From an optimization exercise on the open Yosys and OpenROAD flow, aimed at small area, a short achievable clock period and few clock cycles per item; shortcuts taken in it are not production practice.
Only simulation tests tie the RTL to the original design; equivalence was not proved.
Power is estimated from default activity; no workload was simulated.

==> design/flow/design.v <==
module inav_decoder (
    input  wire         clk,
    input  wire         rst,         
    input  wire         cmd_valid,
    output wire         cmd_ready,
    input  wire [124:0] cmd,
    output reg          rsp_valid,
    output wire [485:0] rsp
);
    localparam [2:0] ST_OK         = 3'd0;
    localparam [2:0] ST_FRAMING    = 3'd1;
    localparam [2:0] ST_CRC        = 3'd2;
    localparam [2:0] ST_UNKNOWN_WT = 3'd3;
    localparam [2:0] ST_EVEN_BUF   = 3'd4;
    localparam [2:0] ST_RESYNC     = 3'd5;
    localparam [2:0] ST_ILLEGAL    = 3'd7;
    reg          rdy;
    reg          asm_odd;       
    reg  [111:6] evb;           
    reg  [10:1]  evwt;          
    reg          evwt_ok;       
    reg          v1;            
    reg  [3:0]   op1;
    reg  [2:0]   st1;           
    reg          pair1;         
    reg          ev1;           
    reg  [23:0]  syn0;          
    reg  [15:0]  pd;            
    reg  [3:0]   gt1;           
    reg  [3:0]   gta;           
    assign cmd_ready = rdy;
    wire       accept    = cmd_valid & rdy;
    wire [3:0] op        = cmd[124:121];
    wire       odd       = cmd[120];
    wire       marker_ok = (cmd[119] == odd);
    wire       submit    = (op == 4'h0);
    wire       ev_load   = accept & (cmd[124:119] == 6'd0);    
    wire [10:0] wt_in;
    genvar gi;
    generate
        for (gi = 0; gi <= 10; gi = gi + 1) begin : g_dec
            assign wt_in[gi] = (cmd[117:112] == gi);
        end
    endgenerate
    wire [7:0]  lo = cmd[13:6] & {8{~odd}};
    wire [23:0] syn_in0;
    wire r0x_0 = cmd[60] ^ cmd[92];
    wire r0x_1 = cmd[61] ^ cmd[93];
    wire r0x_2 = cmd[62] ^ cmd[94];
    wire r0x_3 = cmd[83] ^ cmd[114];
    wire r0x_4 = cmd[63] ^ cmd[95];
    wire r0x_5 = cmd[64] ^ cmd[96];
    wire r0x_6 = cmd[70] ^ cmd[97];
    wire r0x_7 = cmd[71] ^ cmd[98];
    wire r0x_8 = cmd[84] ^ cmd[115];
    wire r0x_9 = cmd[85] ^ cmd[116];
    wire r0x_10 = cmd[86] ^ cmd[110];
    wire r0x_11 = cmd[32] ^ cmd[72];
    wire r0x_12 = cmd[57] ^ cmd[89];
    wire r0x_13 = cmd[58] ^ cmd[90];
    wire r0x_14 = cmd[59] ^ cmd[91];
    wire r0x_15 = cmd[65] ^ cmd[67];
    wire r0x_16 = cmd[87] ^ cmd[108];
    wire r0x_17 = cmd[88] ^ cmd[109];
    wire r0x_18 = cmd[30] ^ cmd[107];
    wire r0x_19 = cmd[35] ^ cmd[40];
    wire r0x_20 = cmd[36] ^ cmd[41];
    wire r0x_21 = cmd[37] ^ cmd[42];
    wire r0x_22 = cmd[38] ^ cmd[43];
    wire r0x_23 = cmd[66] ^ cmd[69];
    wire r0x_24 = cmd[80] ^ cmd[111];
    wire r0x_25 = cmd[81] ^ cmd[112];
    wire r0x_26 = cmd[82] ^ cmd[113];
    wire r0x_27 = cmd[34] ^ r0x_3;
    wire r0x_28 = cmd[105] ^ r0x_1;
    wire r0x_29 = cmd[39] ^ cmd[68];
    wire r0x_30 = cmd[46] ^ cmd[101];
    wire r0x_31 = cmd[52] ^ cmd[76];
    wire r0x_32 = cmd[106] ^ r0x_2;
    wire r0x_33 = cmd[31] ^ cmd[47];
    wire r0x_34 = cmd[44] ^ cmd[119];
    wire r0x_35 = cmd[48] ^ cmd[49];
    wire r0x_36 = cmd[51] ^ cmd[75];
    wire r0x_37 = cmd[74] ^ cmd[118];
    wire r0x_38 = cmd[99] ^ cmd[117];
    wire r0x_39 = cmd[54] ^ r0x_0;
    wire r0x_40 = cmd[55] ^ r0x_16;
    wire r0x_41 = cmd[56] ^ r0x_17;
    wire r0x_42 = cmd[77] ^ r0x_5;
    wire r0x_43 = cmd[78] ^ r0x_8;
    wire r0x_44 = cmd[79] ^ r0x_9;
    wire r0x_45 = cmd[103] ^ r0x_4;
    wire r0x_46 = r0x_6 ^ r0x_10;
    wire r0x_47 = cmd[45] ^ cmd[100];
    wire r0x_48 = cmd[73] ^ cmd[102];
    wire r0x_49 = cmd[53] ^ r0x_11;
    wire r0x_50 = cmd[104] ^ r0x_13;
    wire r0x_51 = r0x_7 ^ r0x_12;
    wire r0x_52 = r0x_19 ^ r0x_23;
    wire r0x_53 = r0x_27 ^ r0x_29;
    wire r0x_54 = cmd[33] ^ r0x_26;
    wire r0x_55 = cmd[50] ^ r0x_30;
    wire r0x_56 = r0x_14 ^ r0x_15;
    wire r0x_57 = r0x_20 ^ r0x_25;
    wire r0x_58 = r0x_21 ^ r0x_32;
    wire r0x_59 = r0x_28 ^ r0x_31;
    wire r0x_60 = r0x_39 ^ r0x_46;
    wire r0x_61 = cmd[42] ^ r0x_22;
    wire r0x_62 = cmd[79] ^ r0x_24;
    wire r0x_63 = cmd[105] ^ r0x_35;
    wire r0x_64 = r0x_0 ^ r0x_33;
    wire r0x_65 = r0x_34 ^ r0x_36;
    wire r0x_66 = r0x_18 ^ r0x_49;
    wire r0x_67 = r0x_37 ^ r0x_40;
    wire r0x_68 = r0x_38 ^ r0x_45;
    wire r0x_69 = r0x_42 ^ r0x_52;
    wire r0x_70 = r0x_43 ^ r0x_56;
    wire r0x_71 = cmd[41] ^ cmd[102];
    wire r0x_72 = cmd[66] ^ cmd[78];
    wire r0x_73 = cmd[70] ^ cmd[90];
    wire r0x_74 = cmd[71] ^ cmd[91];
    wire r0x_75 = cmd[77] ^ cmd[101];
    wire r0x_76 = cmd[86] ^ cmd[98];
    wire r0x_77 = cmd[49] ^ r0x_14;
    wire r0x_78 = cmd[97] ^ r0x_13;
    wire r0x_79 = cmd[100] ^ r0x_24;
    wire r0x_80 = cmd[104] ^ r0x_2;
    wire r0x_81 = cmd[116] ^ r0x_22;
    wire r0x_82 = r0x_6 ^ r0x_47;
    wire r0x_83 = r0x_7 ^ r0x_48;
    wire r0x_84 = cmd[30] ^ r0x_55;
    wire r0x_85 = cmd[52] ^ r0x_41;
    wire r0x_86 = cmd[68] ^ r0x_44;
    wire r0x_87 = cmd[113] ^ r0x_65;
    wire r0x_88 = r0x_11 ^ r0x_45;
    wire r0x_89 = r0x_23 ^ r0x_51;
    wire r0x_90 = cmd[31] ^ cmd[53];
    wire r0x_91 = cmd[32] ^ cmd[48];
    wire r0x_92 = cmd[33] ^ cmd[46];
    wire r0x_93 = cmd[34] ^ cmd[117];
    wire r0x_94 = cmd[35] ^ cmd[114];
    wire r0x_95 = cmd[36] ^ cmd[67];
    wire r0x_96 = cmd[37] ^ cmd[45];
    wire r0x_97 = cmd[38] ^ cmd[99];
    wire r0x_98 = cmd[39] ^ cmd[69];
    wire r0x_99 = cmd[40] ^ cmd[73];
    wire r0x_100 = cmd[47] ^ cmd[54];
    wire r0x_101 = cmd[51] ^ cmd[60];
    wire r0x_102 = cmd[55] ^ cmd[87];
    wire r0x_103 = cmd[56] ^ cmd[88];
    wire r0x_104 = cmd[61] ^ cmd[76];
    wire r0x_105 = cmd[62] ^ cmd[85];
    wire r0x_106 = cmd[69] ^ cmd[96];
    wire r0x_107 = cmd[72] ^ cmd[75];
    wire r0x_108 = cmd[72] ^ cmd[102];
    wire r0x_109 = cmd[80] ^ cmd[115];
    wire r0x_110 = cmd[89] ^ cmd[112];
    wire r0x_111 = cmd[106] ^ cmd[108];
    wire r0x_112 = cmd[106] ^ cmd[118];
    wire r0x_113 = cmd[31] ^ r0x_15;
    wire r0x_114 = cmd[43] ^ r0x_76;
    wire r0x_115 = cmd[50] ^ r0x_19;
    wire r0x_116 = cmd[51] ^ r0x_4;
    wire r0x_117 = cmd[65] ^ r0x_73;
    wire r0x_118 = cmd[68] ^ r0x_30;
    wire r0x_119 = cmd[82] ^ r0x_92;
    wire r0x_120 = cmd[93] ^ r0x_12;
    wire r0x_121 = cmd[103] ^ r0x_18;
    wire r0x_122 = cmd[110] ^ r0x_35;
    wire r0x_123 = cmd[111] ^ r0x_1;
    wire r0x_124 = cmd[114] ^ r0x_5;
    wire r0x_125 = cmd[119] ^ r0x_9;
    wire r0x_126 = r0x_0 ^ r0x_20;
    wire r0x_127 = r0x_1 ^ r0x_22;
    wire r0x_128 = r0x_3 ^ r0x_26;
    wire r0x_129 = r0x_8 ^ r0x_12;
    wire r0x_130 = r0x_10 ^ r0x_34;
    wire r0x_131 = r0x_15 ^ r0x_36;
    wire r0x_132 = r0x_16 ^ r0x_21;
    wire r0x_133 = r0x_18 ^ r0x_74;
    wire r0x_134 = r0x_25 ^ r0x_31;
    wire r0x_135 = r0x_26 ^ r0x_75;
    wire r0x_136 = r0x_38 ^ r0x_107;
    wire r0x_137 = r0x_100 ^ r0x_111;
    wire r0x_138 = cmd[99] ^ r0x_80;
    wire r0x_139 = cmd[104] ^ r0x_83;
    wire r0x_140 = cmd[115] ^ r0x_44;
    wire r0x_141 = r0x_14 ^ r0x_54;
    wire r0x_142 = r0x_17 ^ r0x_43;
    wire r0x_143 = r0x_20 ^ r0x_124;
    wire r0x_144 = r0x_27 ^ r0x_64;
    wire r0x_145 = r0x_28 ^ r0x_78;
    wire r0x_146 = r0x_32 ^ r0x_40;
    wire r0x_147 = r0x_37 ^ r0x_81;
    wire r0x_148 = r0x_41 ^ r0x_44;
    wire r0x_149 = r0x_42 ^ r0x_128;
    wire r0x_150 = r0x_48 ^ r0x_63;
    wire r0x_151 = r0x_50 ^ r0x_51;
    wire r0x_152 = r0x_50 ^ r0x_62;
    wire r0x_153 = r0x_77 ^ r0x_121;
    wire r0x_154 = r0x_102 ^ r0x_126;
    wire r0x_155 = r0x_28 ^ r0x_60;
    wire r0x_156 = r0x_53 ^ r0x_58;
    wire r0x_157 = r0x_58 ^ r0x_70;
    wire r0x_158 = r0x_59 ^ r0x_88;
    wire r0x_159 = r0x_68 ^ r0x_89;
    wire r0x_160 = cmd[32] ^ cmd[33];
    wire r0x_161 = cmd[44] ^ cmd[53];
    wire r0x_162 = cmd[87] ^ lo[0];
    wire r0x_163 = r0x_38 ^ r0x_112;
    wire r0x_164 = r0x_160 ^ r0x_161;
    wire r0x_165 = r0x_46 ^ r0x_52;
    wire r0x_166 = r0x_116 ^ r0x_129;
    wire r0x_167 = r0x_134 ^ r0x_162;
    wire r0x_168 = r0x_163 ^ r0x_164;
    wire r0x_169 = r0x_84 ^ r0x_144;
    wire r0x_170 = r0x_150 ^ r0x_165;
    wire r0x_171 = r0x_166 ^ r0x_167;
    wire r0x_172 = r0x_168 ^ r0x_169;
    wire r0x_173 = r0x_170 ^ r0x_171;
    wire r0x_174 = r0x_172 ^ r0x_173;
    wire r0x_175 = cmd[67] ^ cmd[74];
    wire r0x_176 = cmd[76] ^ cmd[88];
    wire r0x_177 = cmd[111] ^ lo[1];
    wire r0x_178 = r0x_9 ^ r0x_18;
    wire r0x_179 = r0x_30 ^ r0x_47;
    wire r0x_180 = r0x_99 ^ r0x_175;
    wire r0x_181 = r0x_176 ^ r0x_39;
    wire r0x_182 = r0x_57 ^ r0x_130;
    wire r0x_183 = r0x_177 ^ r0x_178;
    wire r0x_184 = r0x_179 ^ r0x_180;
    wire r0x_185 = r0x_145 ^ r0x_149;
    wire r0x_186 = r0x_181 ^ r0x_182;
    wire r0x_187 = r0x_183 ^ r0x_184;
    wire r0x_188 = r0x_159 ^ r0x_185;
    wire r0x_189 = r0x_186 ^ r0x_187;
    wire r0x_190 = r0x_188 ^ r0x_189;
    wire r0x_191 = lo[2] ^ r0x_33;
    wire r0x_192 = r0x_71 ^ r0x_76;
    wire r0x_193 = r0x_110 ^ r0x_50;
    wire r0x_194 = r0x_82 ^ r0x_118;
    wire r0x_195 = r0x_123 ^ r0x_136;
    wire r0x_196 = r0x_191 ^ r0x_192;
    wire r0x_197 = r0x_67 ^ r0x_149;
    wire r0x_198 = r0x_193 ^ r0x_194;
    wire r0x_199 = r0x_195 ^ r0x_196;
    wire r0x_200 = r0x_157 ^ r0x_197;
    wire r0x_201 = r0x_198 ^ r0x_199;
    wire r0x_202 = r0x_200 ^ r0x_201;
    wire r0x_203 = cmd[33] ^ cmd[78];
    wire r0x_204 = cmd[81] ^ cmd[100];
    wire r0x_205 = lo[3] ^ r0x_10;
    wire r0x_206 = r0x_90 ^ r0x_93;
    wire r0x_207 = r0x_203 ^ r0x_204;
    wire r0x_208 = r0x_32 ^ r0x_51;
    wire r0x_209 = r0x_61 ^ r0x_115;
    wire r0x_210 = r0x_117 ^ r0x_205;
    wire r0x_211 = r0x_206 ^ r0x_207;
    wire r0x_212 = r0x_85 ^ r0x_86;
    wire r0x_213 = r0x_87 ^ r0x_153;
    wire r0x_214 = r0x_208 ^ r0x_209;
    wire r0x_215 = r0x_210 ^ r0x_211;
    wire r0x_216 = r0x_212 ^ r0x_213;
    wire r0x_217 = r0x_214 ^ r0x_215;
    wire r0x_218 = r0x_216 ^ r0x_217;
    wire r0x_219 = cmd[39] ^ cmd[40];
    wire r0x_220 = cmd[43] ^ cmd[45];
    wire r0x_221 = cmd[72] ^ cmd[83];
    wire r0x_222 = lo[4] ^ r0x_6;
    wire r0x_223 = r0x_8 ^ r0x_219;
    wire r0x_224 = r0x_220 ^ r0x_221;
    wire r0x_225 = r0x_57 ^ r0x_119;
    wire r0x_226 = r0x_133 ^ r0x_137;
    wire r0x_227 = r0x_222 ^ r0x_223;
    wire r0x_228 = r0x_224 ^ r0x_150;
    wire r0x_229 = r0x_152 ^ r0x_225;
    wire r0x_230 = r0x_226 ^ r0x_227;
    wire r0x_231 = r0x_228 ^ r0x_229;
    wire r0x_232 = r0x_230 ^ r0x_231;
    wire r0x_233 = cmd[101] ^ cmd[109];
    wire r0x_234 = lo[5] ^ r0x_9;
    wire r0x_235 = r0x_21 ^ r0x_31;
    wire r0x_236 = r0x_71 ^ r0x_94;
    wire r0x_237 = r0x_101 ^ r0x_109;
    wire r0x_238 = r0x_233 ^ r0x_46;
    wire r0x_239 = r0x_234 ^ r0x_235;
    wire r0x_240 = r0x_236 ^ r0x_237;
    wire r0x_241 = r0x_66 ^ r0x_67;
    wire r0x_242 = r0x_141 ^ r0x_238;
    wire r0x_243 = r0x_239 ^ r0x_240;
    wire r0x_244 = r0x_159 ^ r0x_241;
    wire r0x_245 = r0x_242 ^ r0x_243;
    wire r0x_246 = r0x_244 ^ r0x_245;
    wire r0x_247 = cmd[84] ^ cmd[97];
    wire r0x_248 = cmd[100] ^ cmd[111];
    wire r0x_249 = cmd[112] ^ cmd[116];
    wire r0x_250 = lo[6] ^ r0x_95;
    wire r0x_251 = r0x_104 ^ r0x_247;
    wire r0x_252 = r0x_248 ^ r0x_249;
    wire r0x_253 = r0x_41 ^ r0x_61;
    wire r0x_254 = r0x_63 ^ r0x_65;
    wire r0x_255 = r0x_137 ^ r0x_250;
    wire r0x_256 = r0x_251 ^ r0x_252;
    wire r0x_257 = r0x_69 ^ r0x_84;
    wire r0x_258 = r0x_88 ^ r0x_151;
    wire r0x_259 = r0x_253 ^ r0x_254;
    wire r0x_260 = r0x_255 ^ r0x_256;
    wire r0x_261 = r0x_257 ^ r0x_258;
    wire r0x_262 = r0x_259 ^ r0x_260;
    wire r0x_263 = r0x_261 ^ r0x_262;
    wire r0x_264 = cmd[46] ^ cmd[81];
    wire r0x_265 = cmd[109] ^ cmd[113];
    wire r0x_266 = cmd[118] ^ lo[7];
    wire r0x_267 = r0x_4 ^ r0x_96;
    wire r0x_268 = r0x_105 ^ r0x_264;
    wire r0x_269 = r0x_265 ^ r0x_50;
    wire r0x_270 = r0x_114 ^ r0x_266;
    wire r0x_271 = r0x_267 ^ r0x_268;
    wire r0x_272 = r0x_53 ^ r0x_66;
    wire r0x_273 = r0x_69 ^ r0x_70;
    wire r0x_274 = r0x_154 ^ r0x_269;
    wire r0x_275 = r0x_270 ^ r0x_271;
    wire r0x_276 = r0x_272 ^ r0x_273;
    wire r0x_277 = r0x_274 ^ r0x_275;
    wire r0x_278 = r0x_276 ^ r0x_277;
    wire r0x_279 = cmd[14] ^ cmd[63];
    wire r0x_280 = cmd[73] ^ r0x_33;
    wire r0x_281 = r0x_34 ^ r0x_97;
    wire r0x_282 = r0x_103 ^ r0x_279;
    wire r0x_283 = r0x_52 ^ r0x_119;
    wire r0x_284 = r0x_132 ^ r0x_280;
    wire r0x_285 = r0x_281 ^ r0x_282;
    wire r0x_286 = r0x_70 ^ r0x_86;
    wire r0x_287 = r0x_143 ^ r0x_283;
    wire r0x_288 = r0x_284 ^ r0x_285;
    wire r0x_289 = r0x_155 ^ r0x_286;
    wire r0x_290 = r0x_287 ^ r0x_288;
    wire r0x_291 = r0x_289 ^ r0x_290;
    wire r0x_292 = cmd[15] ^ cmd[47];
    wire r0x_293 = cmd[64] ^ cmd[74];
    wire r0x_294 = cmd[83] ^ cmd[86];
    wire r0x_295 = r0x_15 ^ r0x_17;
    wire r0x_296 = r0x_24 ^ r0x_29;
    wire r0x_297 = r0x_91 ^ r0x_93;
    wire r0x_298 = r0x_292 ^ r0x_293;
    wire r0x_299 = r0x_294 ^ r0x_82;
    wire r0x_300 = r0x_127 ^ r0x_295;
    wire r0x_301 = r0x_296 ^ r0x_297;
    wire r0x_302 = r0x_298 ^ r0x_58;
    wire r0x_303 = r0x_89 ^ r0x_140;
    wire r0x_304 = r0x_154 ^ r0x_299;
    wire r0x_305 = r0x_300 ^ r0x_301;
    wire r0x_306 = r0x_302 ^ r0x_303;
    wire r0x_307 = r0x_304 ^ r0x_305;
    wire r0x_308 = r0x_306 ^ r0x_307;
    wire r0x_309 = cmd[16] ^ cmd[50];
    wire r0x_310 = cmd[57] ^ r0x_103;
    wire r0x_311 = r0x_109 ^ r0x_309;
    wire r0x_312 = r0x_64 ^ r0x_78;
    wire r0x_313 = r0x_81 ^ r0x_83;
    wire r0x_314 = r0x_131 ^ r0x_310;
    wire r0x_315 = r0x_311 ^ r0x_59;
    wire r0x_316 = r0x_66 ^ r0x_312;
    wire r0x_317 = r0x_313 ^ r0x_314;
    wire r0x_318 = r0x_156 ^ r0x_315;
    wire r0x_319 = r0x_316 ^ r0x_317;
    wire r0x_320 = r0x_318 ^ r0x_319;
    wire r0x_321 = cmd[17] ^ cmd[47];
    wire r0x_322 = cmd[58] ^ cmd[77];
    wire r0x_323 = cmd[98] ^ cmd[112];
    wire r0x_324 = r0x_2 ^ r0x_16;
    wire r0x_325 = r0x_108 ^ r0x_321;
    wire r0x_326 = r0x_322 ^ r0x_323;
    wire r0x_327 = r0x_55 ^ r0x_324;
    wire r0x_328 = r0x_325 ^ r0x_326;
    wire r0x_329 = r0x_53 ^ r0x_147;
    wire r0x_330 = r0x_153 ^ r0x_327;
    wire r0x_331 = r0x_328 ^ r0x_155;
    wire r0x_332 = r0x_329 ^ r0x_330;
    wire r0x_333 = r0x_331 ^ r0x_332;
    wire r0x_334 = cmd[18] ^ cmd[48];
    wire r0x_335 = cmd[59] ^ r0x_98;
    wire r0x_336 = r0x_334 ^ r0x_64;
    wire r0x_337 = r0x_115 ^ r0x_123;
    wire r0x_338 = r0x_335 ^ r0x_68;
    wire r0x_339 = r0x_87 ^ r0x_139;
    wire r0x_340 = r0x_142 ^ r0x_146;
    wire r0x_341 = r0x_336 ^ r0x_337;
    wire r0x_342 = r0x_338 ^ r0x_339;
    wire r0x_343 = r0x_340 ^ r0x_341;
    wire r0x_344 = r0x_342 ^ r0x_343;
    wire r0x_345 = cmd[19] ^ cmd[40];
    wire r0x_346 = cmd[70] ^ cmd[107];
    wire r0x_347 = r0x_37 ^ r0x_47;
    wire r0x_348 = r0x_101 ^ r0x_110;
    wire r0x_349 = r0x_345 ^ r0x_346;
    wire r0x_350 = r0x_122 ^ r0x_347;
    wire r0x_351 = r0x_348 ^ r0x_349;
    wire r0x_352 = r0x_138 ^ r0x_143;
    wire r0x_353 = r0x_148 ^ r0x_350;
    wire r0x_354 = r0x_351 ^ r0x_158;
    wire r0x_355 = r0x_352 ^ r0x_353;
    wire r0x_356 = r0x_354 ^ r0x_355;
    wire r0x_357 = cmd[20] ^ cmd[30];
    wire r0x_358 = cmd[71] ^ cmd[84];
    wire r0x_359 = cmd[118] ^ r0x_25;
    wire r0x_360 = r0x_71 ^ r0x_91;
    wire r0x_361 = r0x_104 ^ r0x_357;
    wire r0x_362 = r0x_358 ^ r0x_79;
    wire r0x_363 = r0x_117 ^ r0x_132;
    wire r0x_364 = r0x_359 ^ r0x_360;
    wire r0x_365 = r0x_361 ^ r0x_69;
    wire r0x_366 = r0x_87 ^ r0x_138;
    wire r0x_367 = r0x_144 ^ r0x_362;
    wire r0x_368 = r0x_363 ^ r0x_364;
    wire r0x_369 = r0x_365 ^ r0x_366;
    wire r0x_370 = r0x_367 ^ r0x_368;
    wire r0x_371 = r0x_369 ^ r0x_370;
    wire r0x_372 = cmd[21] ^ cmd[66];
    wire r0x_373 = cmd[119] ^ r0x_35;
    wire r0x_374 = r0x_74 ^ r0x_75;
    wire r0x_375 = r0x_94 ^ r0x_105;
    wire r0x_376 = r0x_372 ^ r0x_54;
    wire r0x_377 = r0x_57 ^ r0x_61;
    wire r0x_378 = r0x_82 ^ r0x_113;
    wire r0x_379 = r0x_373 ^ r0x_374;
    wire r0x_380 = r0x_375 ^ r0x_142;
    wire r0x_381 = r0x_376 ^ r0x_377;
    wire r0x_382 = r0x_378 ^ r0x_379;
    wire r0x_383 = r0x_158 ^ r0x_380;
    wire r0x_384 = r0x_381 ^ r0x_382;
    wire r0x_385 = r0x_383 ^ r0x_384;
    wire r0x_386 = cmd[22] ^ cmd[43];
    wire r0x_387 = cmd[44] ^ cmd[49];
    wire r0x_388 = cmd[63] ^ cmd[89];
    wire r0x_389 = cmd[92] ^ r0x_10;
    wire r0x_390 = r0x_72 ^ r0x_95;
    wire r0x_391 = r0x_386 ^ r0x_387;
    wire r0x_392 = r0x_388 ^ r0x_42;
    wire r0x_393 = r0x_49 ^ r0x_54;
    wire r0x_394 = r0x_55 ^ r0x_389;
    wire r0x_395 = r0x_390 ^ r0x_391;
    wire r0x_396 = r0x_139 ^ r0x_140;
    wire r0x_397 = r0x_392 ^ r0x_393;
    wire r0x_398 = r0x_394 ^ r0x_395;
    wire r0x_399 = r0x_156 ^ r0x_396;
    wire r0x_400 = r0x_397 ^ r0x_398;
    wire r0x_401 = r0x_399 ^ r0x_400;
    wire r0x_402 = cmd[23] ^ cmd[64];
    wire r0x_403 = cmd[103] ^ cmd[106];
    wire r0x_404 = r0x_72 ^ r0x_73;
    wire r0x_405 = r0x_96 ^ r0x_402;
    wire r0x_406 = r0x_403 ^ r0x_39;
    wire r0x_407 = r0x_62 ^ r0x_113;
    wire r0x_408 = r0x_118 ^ r0x_120;
    wire r0x_409 = r0x_122 ^ r0x_134;
    wire r0x_410 = r0x_404 ^ r0x_405;
    wire r0x_411 = r0x_66 ^ r0x_147;
    wire r0x_412 = r0x_406 ^ r0x_407;
    wire r0x_413 = r0x_408 ^ r0x_409;
    wire r0x_414 = r0x_410 ^ r0x_411;
    wire r0x_415 = r0x_412 ^ r0x_413;
    wire r0x_416 = r0x_414 ^ r0x_415;
    wire r0x_417 = cmd[24] ^ cmd[48];
    wire r0x_418 = cmd[94] ^ cmd[119];
    wire r0x_419 = r0x_4 ^ r0x_19;
    wire r0x_420 = r0x_97 ^ r0x_112;
    wire r0x_421 = r0x_417 ^ r0x_418;
    wire r0x_422 = r0x_40 ^ r0x_129;
    wire r0x_423 = r0x_131 ^ r0x_133;
    wire r0x_424 = r0x_135 ^ r0x_419;
    wire r0x_425 = r0x_420 ^ r0x_421;
    wire r0x_426 = r0x_53 ^ r0x_59;
    wire r0x_427 = r0x_60 ^ r0x_152;
    wire r0x_428 = r0x_422 ^ r0x_423;
    wire r0x_429 = r0x_424 ^ r0x_425;
    wire r0x_430 = r0x_426 ^ r0x_427;
    wire r0x_431 = r0x_428 ^ r0x_429;
    wire r0x_432 = r0x_430 ^ r0x_431;
    wire r0x_433 = cmd[25] ^ cmd[92];
    wire r0x_434 = cmd[95] ^ cmd[107];
    wire r0x_435 = r0x_3 ^ r0x_7;
    wire r0x_436 = r0x_13 ^ r0x_29;
    wire r0x_437 = r0x_90 ^ r0x_108;
    wire r0x_438 = r0x_433 ^ r0x_434;
    wire r0x_439 = r0x_41 ^ r0x_43;
    wire r0x_440 = r0x_57 ^ r0x_77;
    wire r0x_441 = r0x_79 ^ r0x_125;
    wire r0x_442 = r0x_435 ^ r0x_436;
    wire r0x_443 = r0x_437 ^ r0x_438;
    wire r0x_444 = r0x_59 ^ r0x_69;
    wire r0x_445 = r0x_146 ^ r0x_439;
    wire r0x_446 = r0x_440 ^ r0x_441;
    wire r0x_447 = r0x_442 ^ r0x_443;
    wire r0x_448 = r0x_444 ^ r0x_445;
    wire r0x_449 = r0x_446 ^ r0x_447;
    wire r0x_450 = r0x_448 ^ r0x_449;
    wire r0x_451 = cmd[26] ^ cmd[50];
    wire r0x_452 = cmd[107] ^ cmd[108];
    wire r0x_453 = r0x_99 ^ r0x_106;
    wire r0x_454 = r0x_451 ^ r0x_452;
    wire r0x_455 = r0x_49 ^ r0x_57;
    wire r0x_456 = r0x_120 ^ r0x_135;
    wire r0x_457 = r0x_453 ^ r0x_454;
    wire r0x_458 = r0x_60 ^ r0x_68;
    wire r0x_459 = r0x_148 ^ r0x_455;
    wire r0x_460 = r0x_456 ^ r0x_457;
    wire r0x_461 = r0x_157 ^ r0x_458;
    wire r0x_462 = r0x_459 ^ r0x_460;
    wire r0x_463 = r0x_461 ^ r0x_462;
    wire r0x_464 = cmd[27] ^ cmd[41];
    wire r0x_465 = cmd[94] ^ cmd[107];
    wire r0x_466 = cmd[109] ^ cmd[117];
    wire r0x_467 = r0x_3 ^ r0x_5;
    wire r0x_468 = r0x_21 ^ r0x_48;
    wire r0x_469 = r0x_72 ^ r0x_464;
    wire r0x_470 = r0x_465 ^ r0x_466;
    wire r0x_471 = r0x_54 ^ r0x_79;
    wire r0x_472 = r0x_116 ^ r0x_127;
    wire r0x_473 = r0x_467 ^ r0x_468;
    wire r0x_474 = r0x_469 ^ r0x_470;
    wire r0x_475 = r0x_60 ^ r0x_67;
    wire r0x_476 = r0x_86 ^ r0x_151;
    wire r0x_477 = r0x_471 ^ r0x_472;
    wire r0x_478 = r0x_473 ^ r0x_474;
    wire r0x_479 = r0x_475 ^ r0x_476;
    wire r0x_480 = r0x_477 ^ r0x_478;
    wire r0x_481 = r0x_479 ^ r0x_480;
    wire r0x_482 = cmd[28] ^ cmd[95];
    wire r0x_483 = cmd[101] ^ cmd[103];
    wire r0x_484 = r0x_2 ^ r0x_5;
    wire r0x_485 = r0x_7 ^ r0x_8;
    wire r0x_486 = r0x_25 ^ r0x_98;
    wire r0x_487 = r0x_482 ^ r0x_483;
    wire r0x_488 = r0x_27 ^ r0x_56;
    wire r0x_489 = r0x_61 ^ r0x_62;
    wire r0x_490 = r0x_130 ^ r0x_136;
    wire r0x_491 = r0x_484 ^ r0x_485;
    wire r0x_492 = r0x_486 ^ r0x_487;
    wire r0x_493 = r0x_67 ^ r0x_85;
    wire r0x_494 = r0x_145 ^ r0x_488;
    wire r0x_495 = r0x_489 ^ r0x_490;
    wire r0x_496 = r0x_491 ^ r0x_492;
    wire r0x_497 = r0x_493 ^ r0x_494;
    wire r0x_498 = r0x_495 ^ r0x_496;
    wire r0x_499 = r0x_497 ^ r0x_498;
    wire r0x_500 = cmd[29] ^ cmd[65];
    wire r0x_501 = cmd[117] ^ r0x_11;
    wire r0x_502 = r0x_24 ^ r0x_33;
    wire r0x_503 = r0x_36 ^ r0x_47;
    wire r0x_504 = r0x_106 ^ r0x_500;
    wire r0x_505 = r0x_63 ^ r0x_80;
    wire r0x_506 = r0x_114 ^ r0x_125;
    wire r0x_507 = r0x_501 ^ r0x_502;
    wire r0x_508 = r0x_503 ^ r0x_504;
    wire r0x_509 = r0x_53 ^ r0x_84;
    wire r0x_510 = r0x_85 ^ r0x_141;
    wire r0x_511 = r0x_505 ^ r0x_506;
    wire r0x_512 = r0x_507 ^ r0x_508;
    wire r0x_513 = r0x_509 ^ r0x_510;
    wire r0x_514 = r0x_511 ^ r0x_512;
    wire r0x_515 = r0x_513 ^ r0x_514;
    assign syn_in0[0] = r0x_174;
    assign syn_in0[1] = r0x_190;
    assign syn_in0[2] = r0x_202;
    assign syn_in0[3] = r0x_218;
    assign syn_in0[4] = r0x_232;
    assign syn_in0[5] = r0x_246;
    assign syn_in0[6] = r0x_263;
    assign syn_in0[7] = r0x_278;
    assign syn_in0[8] = r0x_291;
    assign syn_in0[9] = r0x_308;
    assign syn_in0[10] = r0x_320;
    assign syn_in0[11] = r0x_333;
    assign syn_in0[12] = r0x_344;
    assign syn_in0[13] = r0x_356;
    assign syn_in0[14] = r0x_371;
    assign syn_in0[15] = r0x_385;
    assign syn_in0[16] = r0x_401;
    assign syn_in0[17] = r0x_416;
    assign syn_in0[18] = r0x_432;
    assign syn_in0[19] = r0x_450;
    assign syn_in0[20] = r0x_463;
    assign syn_in0[21] = r0x_481;
    assign syn_in0[22] = r0x_499;
    assign syn_in0[23] = r0x_515;
    reg [2:0] st_in;
    always @(*) begin
        case (op)
            4'h0:    st_in = !marker_ok ? ST_FRAMING :
                             !odd ? (asm_odd ? ST_RESYNC : ST_EVEN_BUF) :
                             ST_FRAMING;
            4'h1, 4'h4, 4'h5, 4'h6, 4'h7, 4'h8, 4'h9, 4'hA, 4'hB:
                     st_in = ST_OK;
            default: st_in = ST_ILLEGAL;
        endcase
    end
    always @(posedge clk) begin
        rdy   <= ~rst;
        v1    <= accept & ~rst;
        op1   <= op;
        st1   <= st_in;
        pair1 <= submit & marker_ok & odd & asm_odd;
        ev1   <= submit & marker_ok & ~odd;
        syn0  <= syn_in0;
        pd    <= cmd[117:102];
        gt1   <= {op == 4'hB, op == 4'hA, op == 4'h9, op == 4'h8};
        gta   <= {4{accept}} & {op == 4'hB, op == 4'hA, op == 4'h9, op == 4'h8};
        if (ev_load) begin
            evb     <= cmd[111:6];
            evwt    <= wt_in[10:1];
            evwt_ok <= (cmd[117:112] <= 6'd10);
        end
        if (rst || (accept && op == 4'h1))
            asm_odd <= 1'b0;
        else if (accept && submit && marker_ok)
            asm_odd <= ~odd;
    end
    reg  [23:0]  evsyn;         
    wire [23:0]  sab = syn0;
    wire [23:0]  syn_x;
    wire tx_0 = sab[0] ^ sab[1];
    wire tx_1 = sab[2] ^ sab[3];
    wire tx_2 = sab[21] ^ sab[23];
    wire tx_3 = sab[11] ^ sab[22];
    wire tx_4 = sab[8] ^ sab[10];
    wire tx_5 = sab[9] ^ sab[12];
    wire tx_6 = sab[18] ^ tx_0;
    wire tx_7 = sab[20] ^ tx_1;
    wire tx_8 = sab[6] ^ tx_2;
    wire tx_9 = sab[7] ^ sab[15];
    wire tx_10 = sab[14] ^ sab[16];
    wire tx_11 = sab[4] ^ sab[19];
    wire tx_12 = sab[5] ^ tx_4;
    wire tx_13 = sab[17] ^ tx_5;
    wire tx_14 = tx_3 ^ tx_7;
    wire tx_15 = sab[13] ^ tx_6;
    wire tx_16 = sab[13] ^ tx_8;
    wire tx_17 = sab[0] ^ sab[4];
    wire tx_18 = sab[1] ^ sab[19];
    wire tx_19 = sab[2] ^ tx_9;
    wire tx_20 = sab[7] ^ tx_1;
    wire tx_21 = sab[14] ^ tx_11;
    wire tx_22 = tx_0 ^ tx_10;
    wire tx_23 = sab[15] ^ tx_8;
    wire tx_24 = tx_2 ^ tx_13;
    wire tx_25 = tx_3 ^ tx_6;
    wire tx_26 = sab[17] ^ tx_14;
    wire tx_27 = tx_12 ^ tx_15;
    wire tx_28 = sab[3] ^ sab[6];
    wire tx_29 = sab[4] ^ sab[8];
    wire tx_30 = sab[5] ^ sab[10];
    wire tx_31 = sab[6] ^ sab[22];
    wire tx_32 = sab[8] ^ sab[13];
    wire tx_33 = sab[10] ^ sab[11];
    wire tx_34 = sab[17] ^ sab[23];
    wire tx_35 = sab[12] ^ tx_9;
    wire tx_36 = tx_4 ^ tx_10;
    wire tx_37 = tx_9 ^ tx_32;
    wire tx_38 = sab[7] ^ tx_22;
    wire tx_39 = sab[16] ^ tx_20;
    wire tx_40 = sab[21] ^ tx_21;
    wire tx_41 = tx_13 ^ tx_29;
    wire tx_42 = sab[12] ^ tx_16;
    wire tx_43 = tx_5 ^ tx_14;
    wire tx_44 = tx_11 ^ tx_25;
    wire tx_45 = sab[8] ^ sab[16];
    wire tx_46 = tx_17 ^ tx_45;
    wire tx_47 = tx_46 ^ tx_42;
    wire tx_48 = sab[5] ^ sab[22];
    wire tx_49 = tx_48 ^ tx_8;
    wire tx_50 = tx_38 ^ tx_41;
    wire tx_51 = tx_49 ^ tx_50;
    wire tx_52 = sab[9] ^ tx_31;
    wire tx_53 = tx_34 ^ tx_19;
    wire tx_54 = tx_52 ^ tx_53;
    wire tx_55 = tx_27 ^ tx_54;
    wire tx_56 = tx_5 ^ tx_33;
    wire tx_57 = tx_20 ^ tx_56;
    wire tx_58 = tx_15 ^ tx_40;
    wire tx_59 = tx_57 ^ tx_58;
    wire tx_60 = tx_10 ^ tx_18;
    wire tx_61 = tx_30 ^ tx_60;
    wire tx_62 = tx_14 ^ tx_23;
    wire tx_63 = tx_61 ^ tx_62;
    wire tx_64 = sab[0] ^ tx_37;
    wire tx_65 = tx_64 ^ tx_26;
    wire tx_66 = sab[9] ^ sab[14];
    wire tx_67 = tx_28 ^ tx_66;
    wire tx_68 = tx_67 ^ tx_15;
    wire tx_69 = tx_18 ^ tx_19;
    wire tx_70 = tx_36 ^ tx_69;
    wire tx_71 = tx_42 ^ tx_70;
    wire tx_72 = sab[9] ^ tx_10;
    wire tx_73 = tx_37 ^ tx_72;
    wire tx_74 = tx_73 ^ tx_26;
    wire tx_75 = sab[3] ^ sab[15];
    wire tx_76 = sab[18] ^ tx_17;
    wire tx_77 = tx_75 ^ tx_36;
    wire tx_78 = tx_76 ^ tx_24;
    wire tx_79 = tx_77 ^ tx_78;
    wire tx_80 = sab[19] ^ tx_12;
    wire tx_81 = tx_13 ^ tx_23;
    wire tx_82 = tx_25 ^ tx_80;
    wire tx_83 = tx_81 ^ tx_82;
    wire tx_84 = sab[2] ^ sab[7];
    wire tx_85 = sab[9] ^ sab[20];
    wire tx_86 = sab[21] ^ tx_4;
    wire tx_87 = tx_84 ^ tx_85;
    wire tx_88 = tx_86 ^ tx_87;
    wire tx_89 = tx_88 ^ tx_44;
    wire tx_90 = tx_2 ^ tx_18;
    wire tx_91 = tx_12 ^ tx_90;
    wire tx_92 = tx_91 ^ tx_43;
    wire tx_93 = sab[10] ^ tx_17;
    wire tx_94 = tx_93 ^ tx_16;
    wire tx_95 = tx_43 ^ tx_94;
    wire tx_96 = tx_3 ^ tx_28;
    wire tx_97 = tx_12 ^ tx_96;
    wire tx_98 = tx_38 ^ tx_97;
    wire tx_99 = sab[6] ^ sab[11];
    wire tx_100 = sab[23] ^ tx_0;
    wire tx_101 = tx_99 ^ tx_19;
    wire tx_102 = tx_100 ^ tx_41;
    wire tx_103 = tx_101 ^ tx_102;
    wire tx_104 = tx_5 ^ tx_39;
    wire tx_105 = tx_27 ^ tx_104;
    wire tx_106 = sab[19] ^ tx_1;
    wire tx_107 = tx_33 ^ tx_22;
    wire tx_108 = tx_106 ^ tx_24;
    wire tx_109 = tx_107 ^ tx_108;
    wire tx_110 = sab[16] ^ tx_4;
    wire tx_111 = tx_6 ^ tx_110;
    wire tx_112 = tx_23 ^ tx_111;
    wire tx_113 = tx_26 ^ tx_112;
    wire tx_114 = tx_24 ^ tx_39;
    wire tx_115 = tx_44 ^ tx_114;
    wire tx_116 = sab[12] ^ sab[22];
    wire tx_117 = tx_11 ^ tx_34;
    wire tx_118 = tx_116 ^ tx_7;
    wire tx_119 = tx_117 ^ tx_118;
    wire tx_120 = tx_27 ^ tx_119;
    wire tx_121 = sab[1] ^ sab[5];
    wire tx_122 = sab[9] ^ sab[11];
    wire tx_123 = sab[18] ^ tx_121;
    wire tx_124 = tx_122 ^ tx_7;
    wire tx_125 = tx_21 ^ tx_123;
    wire tx_126 = tx_16 ^ tx_124;
    wire tx_127 = tx_125 ^ tx_126;
    wire tx_128 = tx_30 ^ tx_31;
    wire tx_129 = tx_7 ^ tx_35;
    wire tx_130 = tx_128 ^ tx_40;
    wire tx_131 = tx_129 ^ tx_130;
    wire tx_132 = sab[3] ^ sab[5];
    wire tx_133 = sab[20] ^ tx_3;
    wire tx_134 = tx_132 ^ tx_35;
    wire tx_135 = tx_133 ^ tx_134;
    assign syn_x[0] = tx_47;
    assign syn_x[1] = tx_51;
    assign syn_x[2] = tx_55;
    assign syn_x[3] = tx_59;
    assign syn_x[4] = tx_63;
    assign syn_x[5] = tx_65;
    assign syn_x[6] = tx_68;
    assign syn_x[7] = tx_71;
    assign syn_x[8] = tx_74;
    assign syn_x[9] = tx_79;
    assign syn_x[10] = tx_83;
    assign syn_x[11] = tx_89;
    assign syn_x[12] = tx_92;
    assign syn_x[13] = tx_95;
    assign syn_x[14] = tx_98;
    assign syn_x[15] = tx_103;
    assign syn_x[16] = tx_105;
    assign syn_x[17] = tx_109;
    assign syn_x[18] = tx_113;
    assign syn_x[19] = tx_115;
    assign syn_x[20] = tx_120;
    assign syn_x[21] = tx_127;
    assign syn_x[22] = tx_131;
    assign syn_x[23] = tx_135;
    reg  [119:0] w1;
    reg  [119:0] w2;
    reg  [121:0] w3;
    reg  [119:0] w4;
    reg  [98:0]  w5;
    reg  [118:0] w6;
    reg  [115:0] w7;
    reg  [120:0] w8;
    reg  [121:0] w9;
    reg  [121:0] w10;
    reg  [4:1]   eph_rx;
    reg  [10:7]  alm_rx;
    reg          rx5, rx6;      
    reg          new_eph, new_iono, new_utc, new_alm;
    reg  [2:0]   st2;
    reg          flag2;
    reg  [10:1]  sel0, sel1, sel2, sel3, sel4, sel5, sel6, sel7, sel8, sel9, sel10, sel11;
    wire [121:0] data  = {evb[111:6], pd};    
    wire         crc_ok = (sab == evsyn);
    wire         wt_ok  = evwt_ok;
    wire         acc    = v1 & pair1 & crc_ok & wt_ok;
    wire         clr    = rst | (v1 && op1 == 4'h1);
    wire [10:1] wdec = evwt;
    wire [10:1] we = {10{acc}} & wdec[10:1];
    wire [9:0] iod_d  = data[121:112];
    wire [9:0] iod1_n = wdec[1] ? iod_d : w1[119:110];
    wire [9:0] iod2_n = wdec[2] ? iod_d : w2[119:110];
    wire [9:0] iod3_n = wdec[3] ? iod_d : w3[121:112];
    wire [9:0] iod4_n = wdec[4] ? iod_d : w4[119:110];
    wire [3:0] ioda_d   = data[121:118];
    wire [3:0] ioda7_n  = wdec[7]  ? ioda_d : w7[115:112];
    wire [3:0] ioda8_n  = wdec[8]  ? ioda_d : w8[120:117];
    wire [3:0] ioda9_n  = wdec[9]  ? ioda_d : w9[121:118];
    wire [3:0] ioda10_n = wdec[10] ? ioda_d : w10[121:118];
    wire [4:1]  eph_rx_n = eph_rx | wdec[4:1];
    wire [10:7] alm_rx_n = alm_rx | wdec[10:7];
    wire eph_consistent = (&eph_rx_n) && (iod1_n == iod2_n) &&
                          (iod2_n == iod3_n) && (iod3_n == iod4_n);
    wire slot1_both = alm_rx_n[7] & alm_rx_n[8];
    wire slot2_both = alm_rx_n[8] & alm_rx_n[9];
    wire slot3_both = alm_rx_n[9] & alm_rx_n[10];
    wire slot1_eq   = (ioda7_n == ioda8_n);
    wire slot2_eq   = (ioda8_n == ioda9_n);
    wire slot3_eq   = (ioda9_n == ioda10_n);
    wire slot1_ok   = slot1_both &  slot1_eq;
    wire slot2_ok   = slot2_both &  slot2_eq;
    wire slot3_ok   = slot3_both &  slot3_eq;
    wire slot1_bad  = slot1_both & ~slot1_eq;
    wire slot2_bad  = slot2_both & ~slot2_eq;
    wire slot3_bad  = slot3_both & ~slot3_eq;
    wire alm_any_ok  = (wdec[7] & slot1_ok) | (wdec[8] & (slot1_ok | slot2_ok)) |
                       (wdec[9] & (slot2_ok | slot3_ok)) | (wdec[10] & slot3_ok);
    wire alm_any_bad = (wdec[7] & slot1_bad) | (wdec[8] & (slot1_bad | slot2_bad)) |
                       (wdec[9] & (slot2_bad | slot3_bad)) | (wdec[10] & slot3_bad);
    wire is_eph = wdec[1] | wdec[2] | wdec[3] | wdec[4];
    wire is_alm = wdec[7] | wdec[8] | wdec[9] | wdec[10];
    reg new_sel;
    always @(*) begin
        case (op1[1:0])
            2'd0:    new_sel = new_eph;
            2'd1:    new_sel = new_iono;
            2'd2:    new_sel = new_utc;
            default: new_sel = new_alm;
        endcase
    end
    wire hasnew = (op1[3:2] == 2'b01);
    wire get    = (op1[3:2] == 2'b10);
    wire [10:1] rx    = {alm_rx, rx6, rx5, eph_rx};
    wire [3:0]  gdec  = {op1[1:0] == 2'd3, op1[1:0] == 2'd2, op1[1:0] == 2'd1, op1[1:0] == 2'd0};
    wire [10:1] gsel  = {{4{gdec[3]}}, gdec[2], gdec[1], {4{gdec[0]}}};
    wire [10:1] gsel1 = {{4{gt1[3]}}, gt1[2], gt1[1], {4{gt1[0]}}};
    wire [10:1] gsela = {{4{gta[3]}}, gta[2], gta[1], {4{gta[0]}}};
    always @(posedge clk) begin
        if (v1 && ev1)
            evsyn <= syn_x;
        if (we[1])  w1  <= data[121:2];
        if (we[2])  w2  <= data[121:2];
        if (we[3])  w3  <= data[121:0];
        if (we[4])  w4  <= data[121:2];
        if (we[5])  w5  <= data[121:23];
        if (we[6])  w6  <= data[121:3];
        if (we[7])  w7  <= data[121:6];
        if (we[8])  w8  <= data[121:1];
        if (we[9])  w9  <= data[121:0];
        if (we[10]) w10 <= data[121:0];
        if (clr) begin
            eph_rx   <= 4'd0;
            alm_rx   <= 4'd0;
            rx5      <= 1'b0;
            rx6      <= 1'b0;
            new_eph  <= 1'b0;
            new_iono <= 1'b0;
            new_utc  <= 1'b0;
            new_alm  <= 1'b0;
        end else if (v1) begin
            if (acc && is_eph) begin
                eph_rx  <= eph_rx_n;
                new_eph <= eph_consistent;
            end
            if (acc && wdec[5]) begin
                rx5      <= 1'b1;
                new_iono <= 1'b1;
            end
            if (acc && wdec[6]) begin
                rx6     <= 1'b1;
                new_utc <= 1'b1;
            end
            if (acc && is_alm) begin
                alm_rx <= alm_rx_n;
                if (alm_any_ok)
                    new_alm <= 1'b1;
                else if (alm_any_bad)
                    new_alm <= 1'b0;
            end
            if (hasnew) begin
                case (op1[1:0])
                    2'd0: new_eph  <= 1'b0;
                    2'd1: new_iono <= 1'b0;
                    2'd2: new_utc  <= 1'b0;
                    default: new_alm <= 1'b0;
                endcase
            end
        end
        rsp_valid <= v1 & ~rst;
        st2       <= !pair1 ? st1 : !crc_ok ? ST_CRC : !wt_ok ? ST_UNKNOWN_WT : ST_OK;
        flag2     <= hasnew & new_sel;
        sel0       <= {10{get}} & gsel & rx;
        sel1       <= {10{get & v1}} & gsel & rx;
        sel2       <= {10{get & ~rst}} & gsel & rx;
        sel3       <= {10{get & v1 & ~rst}} & gsel & rx;
        sel4       <= gsel1 & rx;
        sel5       <= {10{v1}} & gsel1 & rx;
        sel6       <= {10{~rst}} & gsel1 & rx;
        sel7       <= {10{v1 & ~rst}} & gsel1 & rx;
        sel8       <= gsela & rx;
        sel9       <= {10{v1}} & gsela & rx;
        sel10      <= {10{~rst}} & gsela & rx;
        sel11      <= {10{v1 & ~rst}} & gsela & rx;
    end
    wire [119:0] r1;
    wire [119:0] r2;
    wire [121:0] r3;
    wire [119:0] r4;
    wire [98:0]  r5;
    wire [118:0] r6;
    wire [115:0] r7;
    wire [120:0] r8;
    wire [121:0] r9;
    wire [121:0] r10;
    wire [11:0]  s1  = {sel11[1], sel10[1], sel9[1], sel8[1], sel7[1], sel6[1], sel5[1], sel4[1], sel3[1], sel2[1], sel1[1], sel0[1]};
    wire [11:0]  s2  = {sel11[2], sel10[2], sel9[2], sel8[2], sel7[2], sel6[2], sel5[2], sel4[2], sel3[2], sel2[2], sel1[2], sel0[2]};
    wire [11:0]  s3  = {sel11[3], sel10[3], sel9[3], sel8[3], sel7[3], sel6[3], sel5[3], sel4[3], sel3[3], sel2[3], sel1[3], sel0[3]};
    wire [11:0]  s4  = {sel11[4], sel10[4], sel9[4], sel8[4], sel7[4], sel6[4], sel5[4], sel4[4], sel3[4], sel2[4], sel1[4], sel0[4]};
    wire [11:0]  s5  = {sel11[5], sel10[5], sel9[5], sel8[5], sel7[5], sel6[5], sel5[5], sel4[5], sel3[5], sel2[5], sel1[5], sel0[5]};
    wire [11:0]  s6  = {sel11[6], sel10[6], sel9[6], sel8[6], sel7[6], sel6[6], sel5[6], sel4[6], sel3[6], sel2[6], sel1[6], sel0[6]};
    wire [11:0]  s7  = {sel11[7], sel10[7], sel9[7], sel8[7], sel7[7], sel6[7], sel5[7], sel4[7], sel3[7], sel2[7], sel1[7], sel0[7]};
    wire [11:0]  s8  = {sel11[8], sel10[8], sel9[8], sel8[8], sel7[8], sel6[8], sel5[8], sel4[8], sel3[8], sel2[8], sel1[8], sel0[8]};
    wire [11:0]  s9  = {sel11[9], sel10[9], sel9[9], sel8[9], sel7[9], sel6[9], sel5[9], sel4[9], sel3[9], sel2[9], sel1[9], sel0[9]};
    wire [11:0]  s10 = {sel11[10], sel10[10], sel9[10], sel8[10], sel7[10], sel6[10], sel5[10], sel4[10], sel3[10], sel2[10], sel1[10], sel0[10]};
    genvar bi;
    generate
        for (bi = 0; bi < 122; bi = bi + 1) begin : g_rec
            if (bi < 120) assign r1[bi]  = w1[bi]  & s1[bi * 12 / 120];
            if (bi < 120) assign r2[bi]  = w2[bi]  & s2[bi * 12 / 120];
            assign r3[bi] = w3[bi] & s3[bi * 12 / 122];
            if (bi < 120) assign r4[bi]  = w4[bi]  & s4[bi * 12 / 120];
            if (bi < 99)  assign r5[bi]  = w5[bi]  & s5[bi * 12 / 99];
            if (bi < 119) assign r6[bi]  = w6[bi]  & s6[bi * 12 / 119];
            if (bi < 116) assign r7[bi]  = w7[bi]  & s7[bi * 12 / 116];
            if (bi < 121) assign r8[bi]  = w8[bi]  & s8[bi * 12 / 121];
            assign r9[bi]  = w9[bi]  & s9[bi * 12 / 122];
            assign r10[bi] = w10[bi] & s10[bi * 12 / 122];
        end
    endgenerate
    wire [481:0] rec_eph  = {r1, r2, r3, r4};
    wire [98:0]  rec_iono = r5;
    wire [118:0] rec_utc  = r6;
    wire [480:0] rec_alm  = {r7, r8, r9, r10};
    assign rsp = {st2, flag2,
                  rec_eph | {383'd0, rec_iono} | {363'd0, rec_utc} | {1'b0, rec_alm}};
endmodule
==> design/flow/flow/run.sh <==
#!/bin/bash
# The standard layout (the standard.sh), with two changes to how it is
# made: ports are buffered with buf_2 (rather than the delay-buffer cell
# buffer_ports picks on its own), and a222oi_1, which has no stronger size
# for timing repair to swap to, is added to the platform's don't-use list.
set -euo pipefail
PLATFORM_DONT_USE="$(sed -n '/^export DONT_USE_CELLS/,/^#/p' "$FLOW_HOME/platforms/sky130hd/config.mk" | grep -o 'sky130_fd_sc_hd__[a-z0-9_]*' | tr '\n' ' ')"
bash standard.sh "BUFFER_PORTS_ARGS=-buffer_cell sky130_fd_sc_hd__buf_2" \
    "DONT_USE_CELLS=${PLATFORM_DONT_USE}sky130_fd_sc_hd__a222oi_1" finish > make_finish.log 2>&1
tail -n 20 make_finish.log
==> design/flow/standard.sh <==
#!/bin/bash
# synth_recipe.tcl (not shown) runs the flow's synth.tcl, then flattens the netlist and writes it again
# the make line also repeats each setting of config.mk as NAME=value (left out here)
make -C /OpenROAD-flow-scripts/flow DESIGN_CONFIG=/design/flow/config.mk WORK_HOME=/design/flow/orfs CLKGATE_MAP_FILE= SYNTH_SCRIPT=/design/flow/synth_recipe.tcl "${@:-finish}"
==> design/flow/config.mk <==
export PLATFORM = sky130hd
export DESIGN_NAME = inav_decoder
export DESIGN_NICKNAME = inav_decoder
export VERILOG_FILES = /design/flow/design.v
export SDC_FILE = /design/flow/constraint.sdc
export NUM_CORES = 4
export LEC_CHECK = 0
export CAP_MARGIN = 20
export CORE_MARGIN = 2
export CORE_UTILIZATION = 40
export CTS_BUF_LIST = sky130_fd_sc_hd__clkbuf_16
export CTS_CLUSTER_DIAMETER = 80
export CTS_CLUSTER_SIZE = 24
export PLACE_DENSITY = 0.6
export SETUP_SLACK_MARGIN = 5
export SLEW_MARGIN = 20
export TNS_END_PERCENT = 30
==> design/flow/constraint.sdc <==
create_clock -name core_clock -period 8.0 [get_ports {clk}]
set_input_delay 1.6000 -clock core_clock [delete_from_list [all_inputs] [get_ports {clk}]]
set_output_delay 1.6000 -clock core_clock [all_outputs]
set_load 0.01 [all_outputs]
==> flow_summary.yaml, run 1 <==
floorplanning:
  die_y_um: 387
  coreArea_sq_um: 146000
  dieArea_sq_um: 150000
  io_pins: 616
  start_util_pct: 40.3
  num_rows: 140
  die_x_um: 387
timing:
  fin_setup_tns_ns: 0
  finalCriticalPeriod_ns: 3.32
  setup_viol: 0
  tightestPinTransition_ns: 1.08
  grt_setup_unrepaired: "true"
  fmax_mhz: 302
  finalCritPeriodShare_pct: 41.4
  hold_viol_final: 0
  slew_headroom_pct: 28.1
  slew_viol_final: 0
  final.setup_skew_ns: 0.0416
  holdWs_ns: 0.489
cts:
  clk_pin_slew_ns: 0.09
  root_buffer: "clkbuf_16"
  cts_tree: "yes"
  cts_buffer_depth: 3
  cts_buffers: 78
  clkLatencyLatePin_ns: 0.73
  hold_buffers: 0
  clkSinkCount: 1521
  cts.htree.levels: 3
power:
  ir_worst_vdd_mv: 0.285
  pwr-share-seq_pct: 50.6
  comb_power_share_pct: 24.4
  power.density_nw_per_um2: 258
  p_int_w: 0.0129
  p_sw_share_pct: 28.2
  p_switching_w: 0.00505
  cellLeakagePower_nw: 24.7
  p_clk_share_pct: 25.0
run:
  maxCapViolCount: 0
synth:
  synth-edff-count: 1322
  synthTopCellsByArea: "edfxtp_1 (68%), xnor2_1 (7.8%), dfxtp_1 (6.8%)"
  synth_ff_type: "edfxtp_1"
  ys_seq_area_share_pct: 74.4
  postSynthCellCount: 3582
  async_reset_ff_share_pct: 0
  synth_area_sq_um: 58700
  yosys_register_bits: 1521
  synth.distinct_cells: 71
  yosysTopAreaCell: "edfxtp_1"
  yosys_warnings: 1
  synth_top_area_share_pct: 67.6
  synth_fp_nets: 3711
  syn_area_per_cell_sq_um: 16.4
place:
  portBuffers: 609
  hpwl_um: 140000
  place.gp.congestion: 0.965
detailed_routing:
  drtPass1Iterations: 6
  antenna_left: 0
  wl_per_cell_um: 32.5
  avgViaCountPerCell: 5.57
  dr.first_iter.drc_count: 3971
  drcViolationCount: 0
  wirelength_um: 204000
  num_vias: 34957
status:
  status: "timing/DRC/antenna clean"
worst_setup_path:
  cp.required_ns: 6.40
  path_max_fanout: 1
  endpoint_kind: "output pin"
  r2r_slack_ns: 4.80
  worstPathArrival_ns: 1.72
  crit_type: "reg -> out"
  setup.worst_path.start_class: "flop"
final_layout:
  layout_commonest_cell: "edfxtp_1"
  drive_above_1_share_pct: 28.4
  syn2layout_area_growth_pct: 18.4
  final_nets: 4406
  final_cell_mix: "edfxtp_1 (1,322), buf_2 (574), xnor2_1 (512)"
global_routing:
  grt_overflow: 0
  antenna_found_initial: 58
  first_global_vias: 32732
  grt_max_degree: 123
  grt.total_usage_pct: 25.9
  grt_pass1_wl_um: 270000
min_path:
  hold_path.class: "reg -> reg"
[per-stage QoR]
step                total power, W  std cells  worst slack [ns]  cell area [sq um]  util, %
global placement            0.0136       5945              3.73              63700     43.7
floorplan                   0.0126       3582              3.86              58800        -
global route                0.0185       6261              4.64              69500     47.7
detailed placement          0.0135       5945              3.75              63700     43.7
finish                      0.0179       6271              4.68              69500     47.7
CTS                         0.0180       6111              4.64              66700     45.8
[cell type report]
cell class	instances	area (sq um)
Sequential cell	1521	44100
Timing Repair Buffer	800	5390
Inverter	46	175
Tap cell	1917	2400
Antenna cell	13	32.5
Clock buffer	82	2050
Fill cell	12453	76200
Multi-Input combinational cell	1830	15000
Clock inverter	62	398
[logic make-up (layout without fill, tap and decap cells)]
group,Yosys count,after routing,share of synthesized area [%]
other,0,13,0
AO/OA/AOI/OAI,681,681,9.38
multiplexers,18,18,0.330
AND/OR/NAND/NOR,433,440,3.19
XOR/XNOR,690,690,11.1
buffers and inverters,238,990,1.56
adder cells (fa/ha/maj),1,1,0.0213
flip-flops,1521,1521,74.4
[cell usage after synthesis (all sizes together), types with 10 or more instances]
master and instances:
nor2 148, a22o 364, nand4 12, buf 29
dfxtp 199, a21oi 19, o21ai 20, nor3 13
a22oi 218, nand2b 14, xor2 138, nand2 188
inv 46, clkbuf 163, edfxtp 1322, mux2i 16
nand3 10, xnor2 551, and2 12
[flip-flops by register name, indices dropped and copies added (netlist names), 16 cells and up]
| name | flops |
|---|---|
| w10 | 122 |
| w9 | 122 |
| pd | 16 |
| w1 | 120 |
| w6 | 119 |
| w7 | 116 |
| w8 | 121 |
| w5 | 99 |
| evsyn | 24 |
| w3 | 122 |
| syn0 | 24 |
| w2 | 120 |
| evb | 106 |
| w4 | 120 |
[path summary, 6_finish.rpt]
kind / start / cells after the start / end
min reg2reg: st1[2] / 1 / st2[2]
max reg2reg: evsyn[23] / 6 / w1[61]
max: w5[89] / 3 / rsp[89]
min: st1[2] / 1 / st2[2]
[critical path: stages (launching register included)]
cell	delay, ns
edfxtp_1	0.47
a22oi_2	0.21
nand2_2	0.16
buf_6	0.16
[what timing repair did]
action                                  4_1_cts  5_1_grt
resized for setup                           140      448
cloned                                        6        1
endpoints found under the setup margin     1777     1298
pin swaps                                     5      124
buffers inserted                             16      146
[power groups by stage]
stage | registers (W) | logic [W] | clock network [W]
floorplan | 0.00912 | 0.00346 | 0
global placement | 0.00928 | 0.00427 | 0
detailed placement | 0.00928 | 0.00427 | 0
CTS | 0.00910 | 0.00430 | 0.00457
global route | 0.00907 | 0.00464 | 0.00482
finish | 0.00907 | 0.00437 | 0.00449
[metal layers]
layer,share of wire (%),GRT usage (%),vias to the layer above
met4,2.8,7.24,48
met2,47,41.2,1623
li1,-,-,14855
met1,41,35.7,18172
met5,0.14,0,-
met3,8.9,5.78,259
Testbench counts, summed over its fixed seeds: cycles 5,616, items 5,600.
==> inputs of run 2 (changes only) <==
--- a/design/flow/config.mk
+++ b/design/flow/config.mk
@@ -16,2 +16,2 @@
 export SLEW_MARGIN = 20
-export TNS_END_PERCENT = 30
+export TNS_END_PERCENT = 100
==> flow_summary.yaml, run 2 <==
status:
  status: "timing/DRC/antenna clean"
synth:
  yosys_warnings: 1
  synth_most_common_cell: "edfxtp_1"
  async_reset_ff_share_pct: 0
  postSynthCellCount: 3582
  yosys_register_bits: 1521
  synth.distinct_cells: 71
  synth-edff-count: 1322
  synthTopCellsByArea: "edfxtp_1 (68%), xnor2_1 (7.8%), dfxtp_1 (6.8%)"
  synth_fp_nets: 3711
  synth_top_area_share_pct: 67.6
  synth_area_sq_um: 58700
  ys_seq_area_share_pct: 74.4
  yosysTopAreaCell: "edfxtp_1"
  yosys-top-cells-count: "edfxtp_1 (1,322), xnor2_1 (520), a22o_1 (364)"
  synth_ff_type: "edfxtp_1"
  syn_area_per_cell_sq_um: 16.4
timing:
  final.setup_skew_ns: 0.0259
  finalCriticalPeriod_ns: 3.31
  grt_setup_unrepaired: "true"
  hold_viol_final: 0
  tightestPinTransition_ns: 1.11
  slew_viol_final: 0
  fin_setup_tns_ns: 0
  fmax_mhz: 303
  setup_viol: 0
  finalCritPeriodShare_pct: 41.3
  slew_headroom_pct: 26.0
detailed_routing:
  avgViaCountPerCell: 5.61
  dr.first_iter.drc_count: 3791
  drtPass1Iterations: 10
  drcViolationCount: 0
  wl_per_cell_um: 32.5
  num_vias: 35280
  wirelength_um: 204000
  antenna_left: 0
power:
  p_sw_share_pct: 28.2
  pwr-share-seq_pct: 50.4
  cellLeakagePower_nw: 25.0
  ir_worst_vdd_mv: 0.248
  p_clk_share_pct: 25.4
  power.density_nw_per_um2: 256
  comb_power_share_pct: 24.2
  p_int_w: 0.0129
  p_switching_w: 0.00507
cts:
  cts_buffers: 79
  cts.htree.levels: 3
  root_buffer: "clkbuf_16"
  clkSinkCount: 1521
  clk_pin_slew_ns: 0.09
  cts_tree: "yes"
  cts_buffer_depth: 3
  clkLatencyLatePin_ns: 0.74
floorplanning:
  dieArea_sq_um: 150000
  io_pins: 616
  die_x_um: 387
  start_util_pct: 40.3
  coreArea_sq_um: 146000
  num_rows: 140
  die_y_um: 387
final_layout:
  drive_above_1_share_pct: 29.5
  fin_cells: 6289
  nFillCells: 12533
  fin_util_pct: 48.2
  final_cell_mix: "edfxtp_1 (1,322), buf_2 (562), xnor2_1 (490)"
  syn2layout_area_growth_pct: 19.5
  reg_top3: "w10: 122 flops, w3: 122 flops, w9: 122 flops"
  layout_commonest_cell: "edfxtp_1"
  final_nets: 4426
worst_setup_path:
  endpoint_kind: "output pin"
  critPathTopFamily: "flip-flops"
  worstPathArrival_ns: 1.71
  r2r_slack_ns: 5.03
  setup.worst_path.start_class: "flop"
  cp.required_ns: 6.40
  crit_type: "reg -> out"
  max_stage_delay_ns: 0.42
  cp_slowest_cell: "edfxtp_1"
  path_cells: "a22oi_2 > nand2_2 > buf_2"
  cp_num_buf_inv: 1
  path_max_fanout: 1
global_routing:
  first_global_vias: 33393
  antenna_found_initial: 57
  grt_overflow: 0
  grt_pass1_wl_um: 275000
  grt_max_degree: 62
  grt.total_usage_pct: 26.4
place:
  place.gp.congestion: 0.933
  placed_cells: 5946
  portBuffers: 609
  hpwl_um: 141000
min_path:
  hold_path.class: "reg -> reg"
run:
  maxCapViolCount: 0
## run 2: final cells by class
type,count,area [sq um],area share (%)
Timing Repair Buffer,822,5710,8.13
Antenna cell,11,27.5,0.0392
Inverter,46,175,0.250
Tap cell,1917,2400,3.42
Sequential cell,1521,44100,62.8
Clock inverter,61,368,0.524
Clock buffer,84,2100,2.99
Multi-Input combinational cell,1827,15300,21.8
## run 2: worst paths after layout
kind,startpoint,to,cells past startpoint
hold / removal,st1[1],st2[1],1
setup reg to reg,syn0[22],w8[82],6
hold reg to reg,st1[1],st2[1],1
setup / recovery,w6[1],rsp[1],3
## run 2: layer usage
layer	GRT usage [%]	share of wire (%)
met1	36.3	41
met2	42.2	47
met3	5.35	8.4
met4	7.83	3.0
met5	0	0.15
## run 2: power groups by stage
stage / clock, W / combinational [W] / sequential (W)
floorplan: 0 / 0.00348 / 0.00912
global placement: 0 / 0.00428 / 0.00928
detailed placement: 0 / 0.00427 / 0.00928
CTS: 0.00463 / 0.00431 / 0.00907
global route: 0.00490 / 0.00466 / 0.00908
finish: 0.00456 / 0.00436 / 0.00907
## run 2: per-stage QoR
stage / hold WS, ns / setup slack, ns / cell area, sq um / power [W]
after CTS: 0.481 / 4.67 / 69000 / 0.0180
after global placement: 0.460 / 3.79 / 63900 / 0.0136
final: 0.487 / 4.69 / 70200 / 0.0180
after global routing: 0.490 / 4.67 / 70200 / 0.0186
after floorplan: 0.414 / 3.86 / 59100 / 0.0126
after detailed placement: 0.456 / 3.76 / 63900 / 0.0136
## run 2: logic make-up (layout without fill, tap and decap cells)
group	count (synthesis)	in the layout	synth area share, %
other	0	11	0
AO/OA/AOI/OAI	681	681	9.38
buffers and inverters	238	1013	1.56
XOR/XNOR	690	690	11.1
multiplexers	18	18	0.330
adder cells (fa/ha/maj)	1	1	0.0213
flip-flops	1521	1521	74.4
AND/OR/NAND/NOR	433	437	3.19
## run 2: what timing repair did
action                                  CTS  global route
setup endpoints to repair              1682          1276
pin swaps                               103           134
gates cloned                              5             0
hold buffers                              0             0
endpoints found under the hold margin     0             0
buffers inserted                        126            56
gates resized for setup                 476           150

what the ideal ports hide:
The flow's constraints put no driver on any port. The routed layouts listed below were extracted and timed again, unchanged, in two steps. Step 1 assumes that a clkbuf_16 drives the clock port and a buf_2 every other input. Step 2 adds t to the input delays and takes it off the output delays; t is the mean of the earliest and latest rising clock arrival at the registers after step 1. Input paths then give back, and output paths get back, about the clock's delay inside the block. a / b / c = ideal ports / drivers / drivers and shift; a / b = the first two.
| run | t (ns) | slack for setup (ns) | slew at the worst register clock pin (ns) |
|---|---|---|---|
| run 1 | 0.787 | 4.685 / 4.607 / 4.071 | 0.10 / 0.10 |
| run 2 | 0.803 | 4.694 / 4.615 / 4.144 | 0.10 / 0.10 |
After both steps every run listed still meets setup and hold. The setup slack of run 1, which loses most, moves by -0.078 ns with the drivers and by -0.614 ns with both steps.
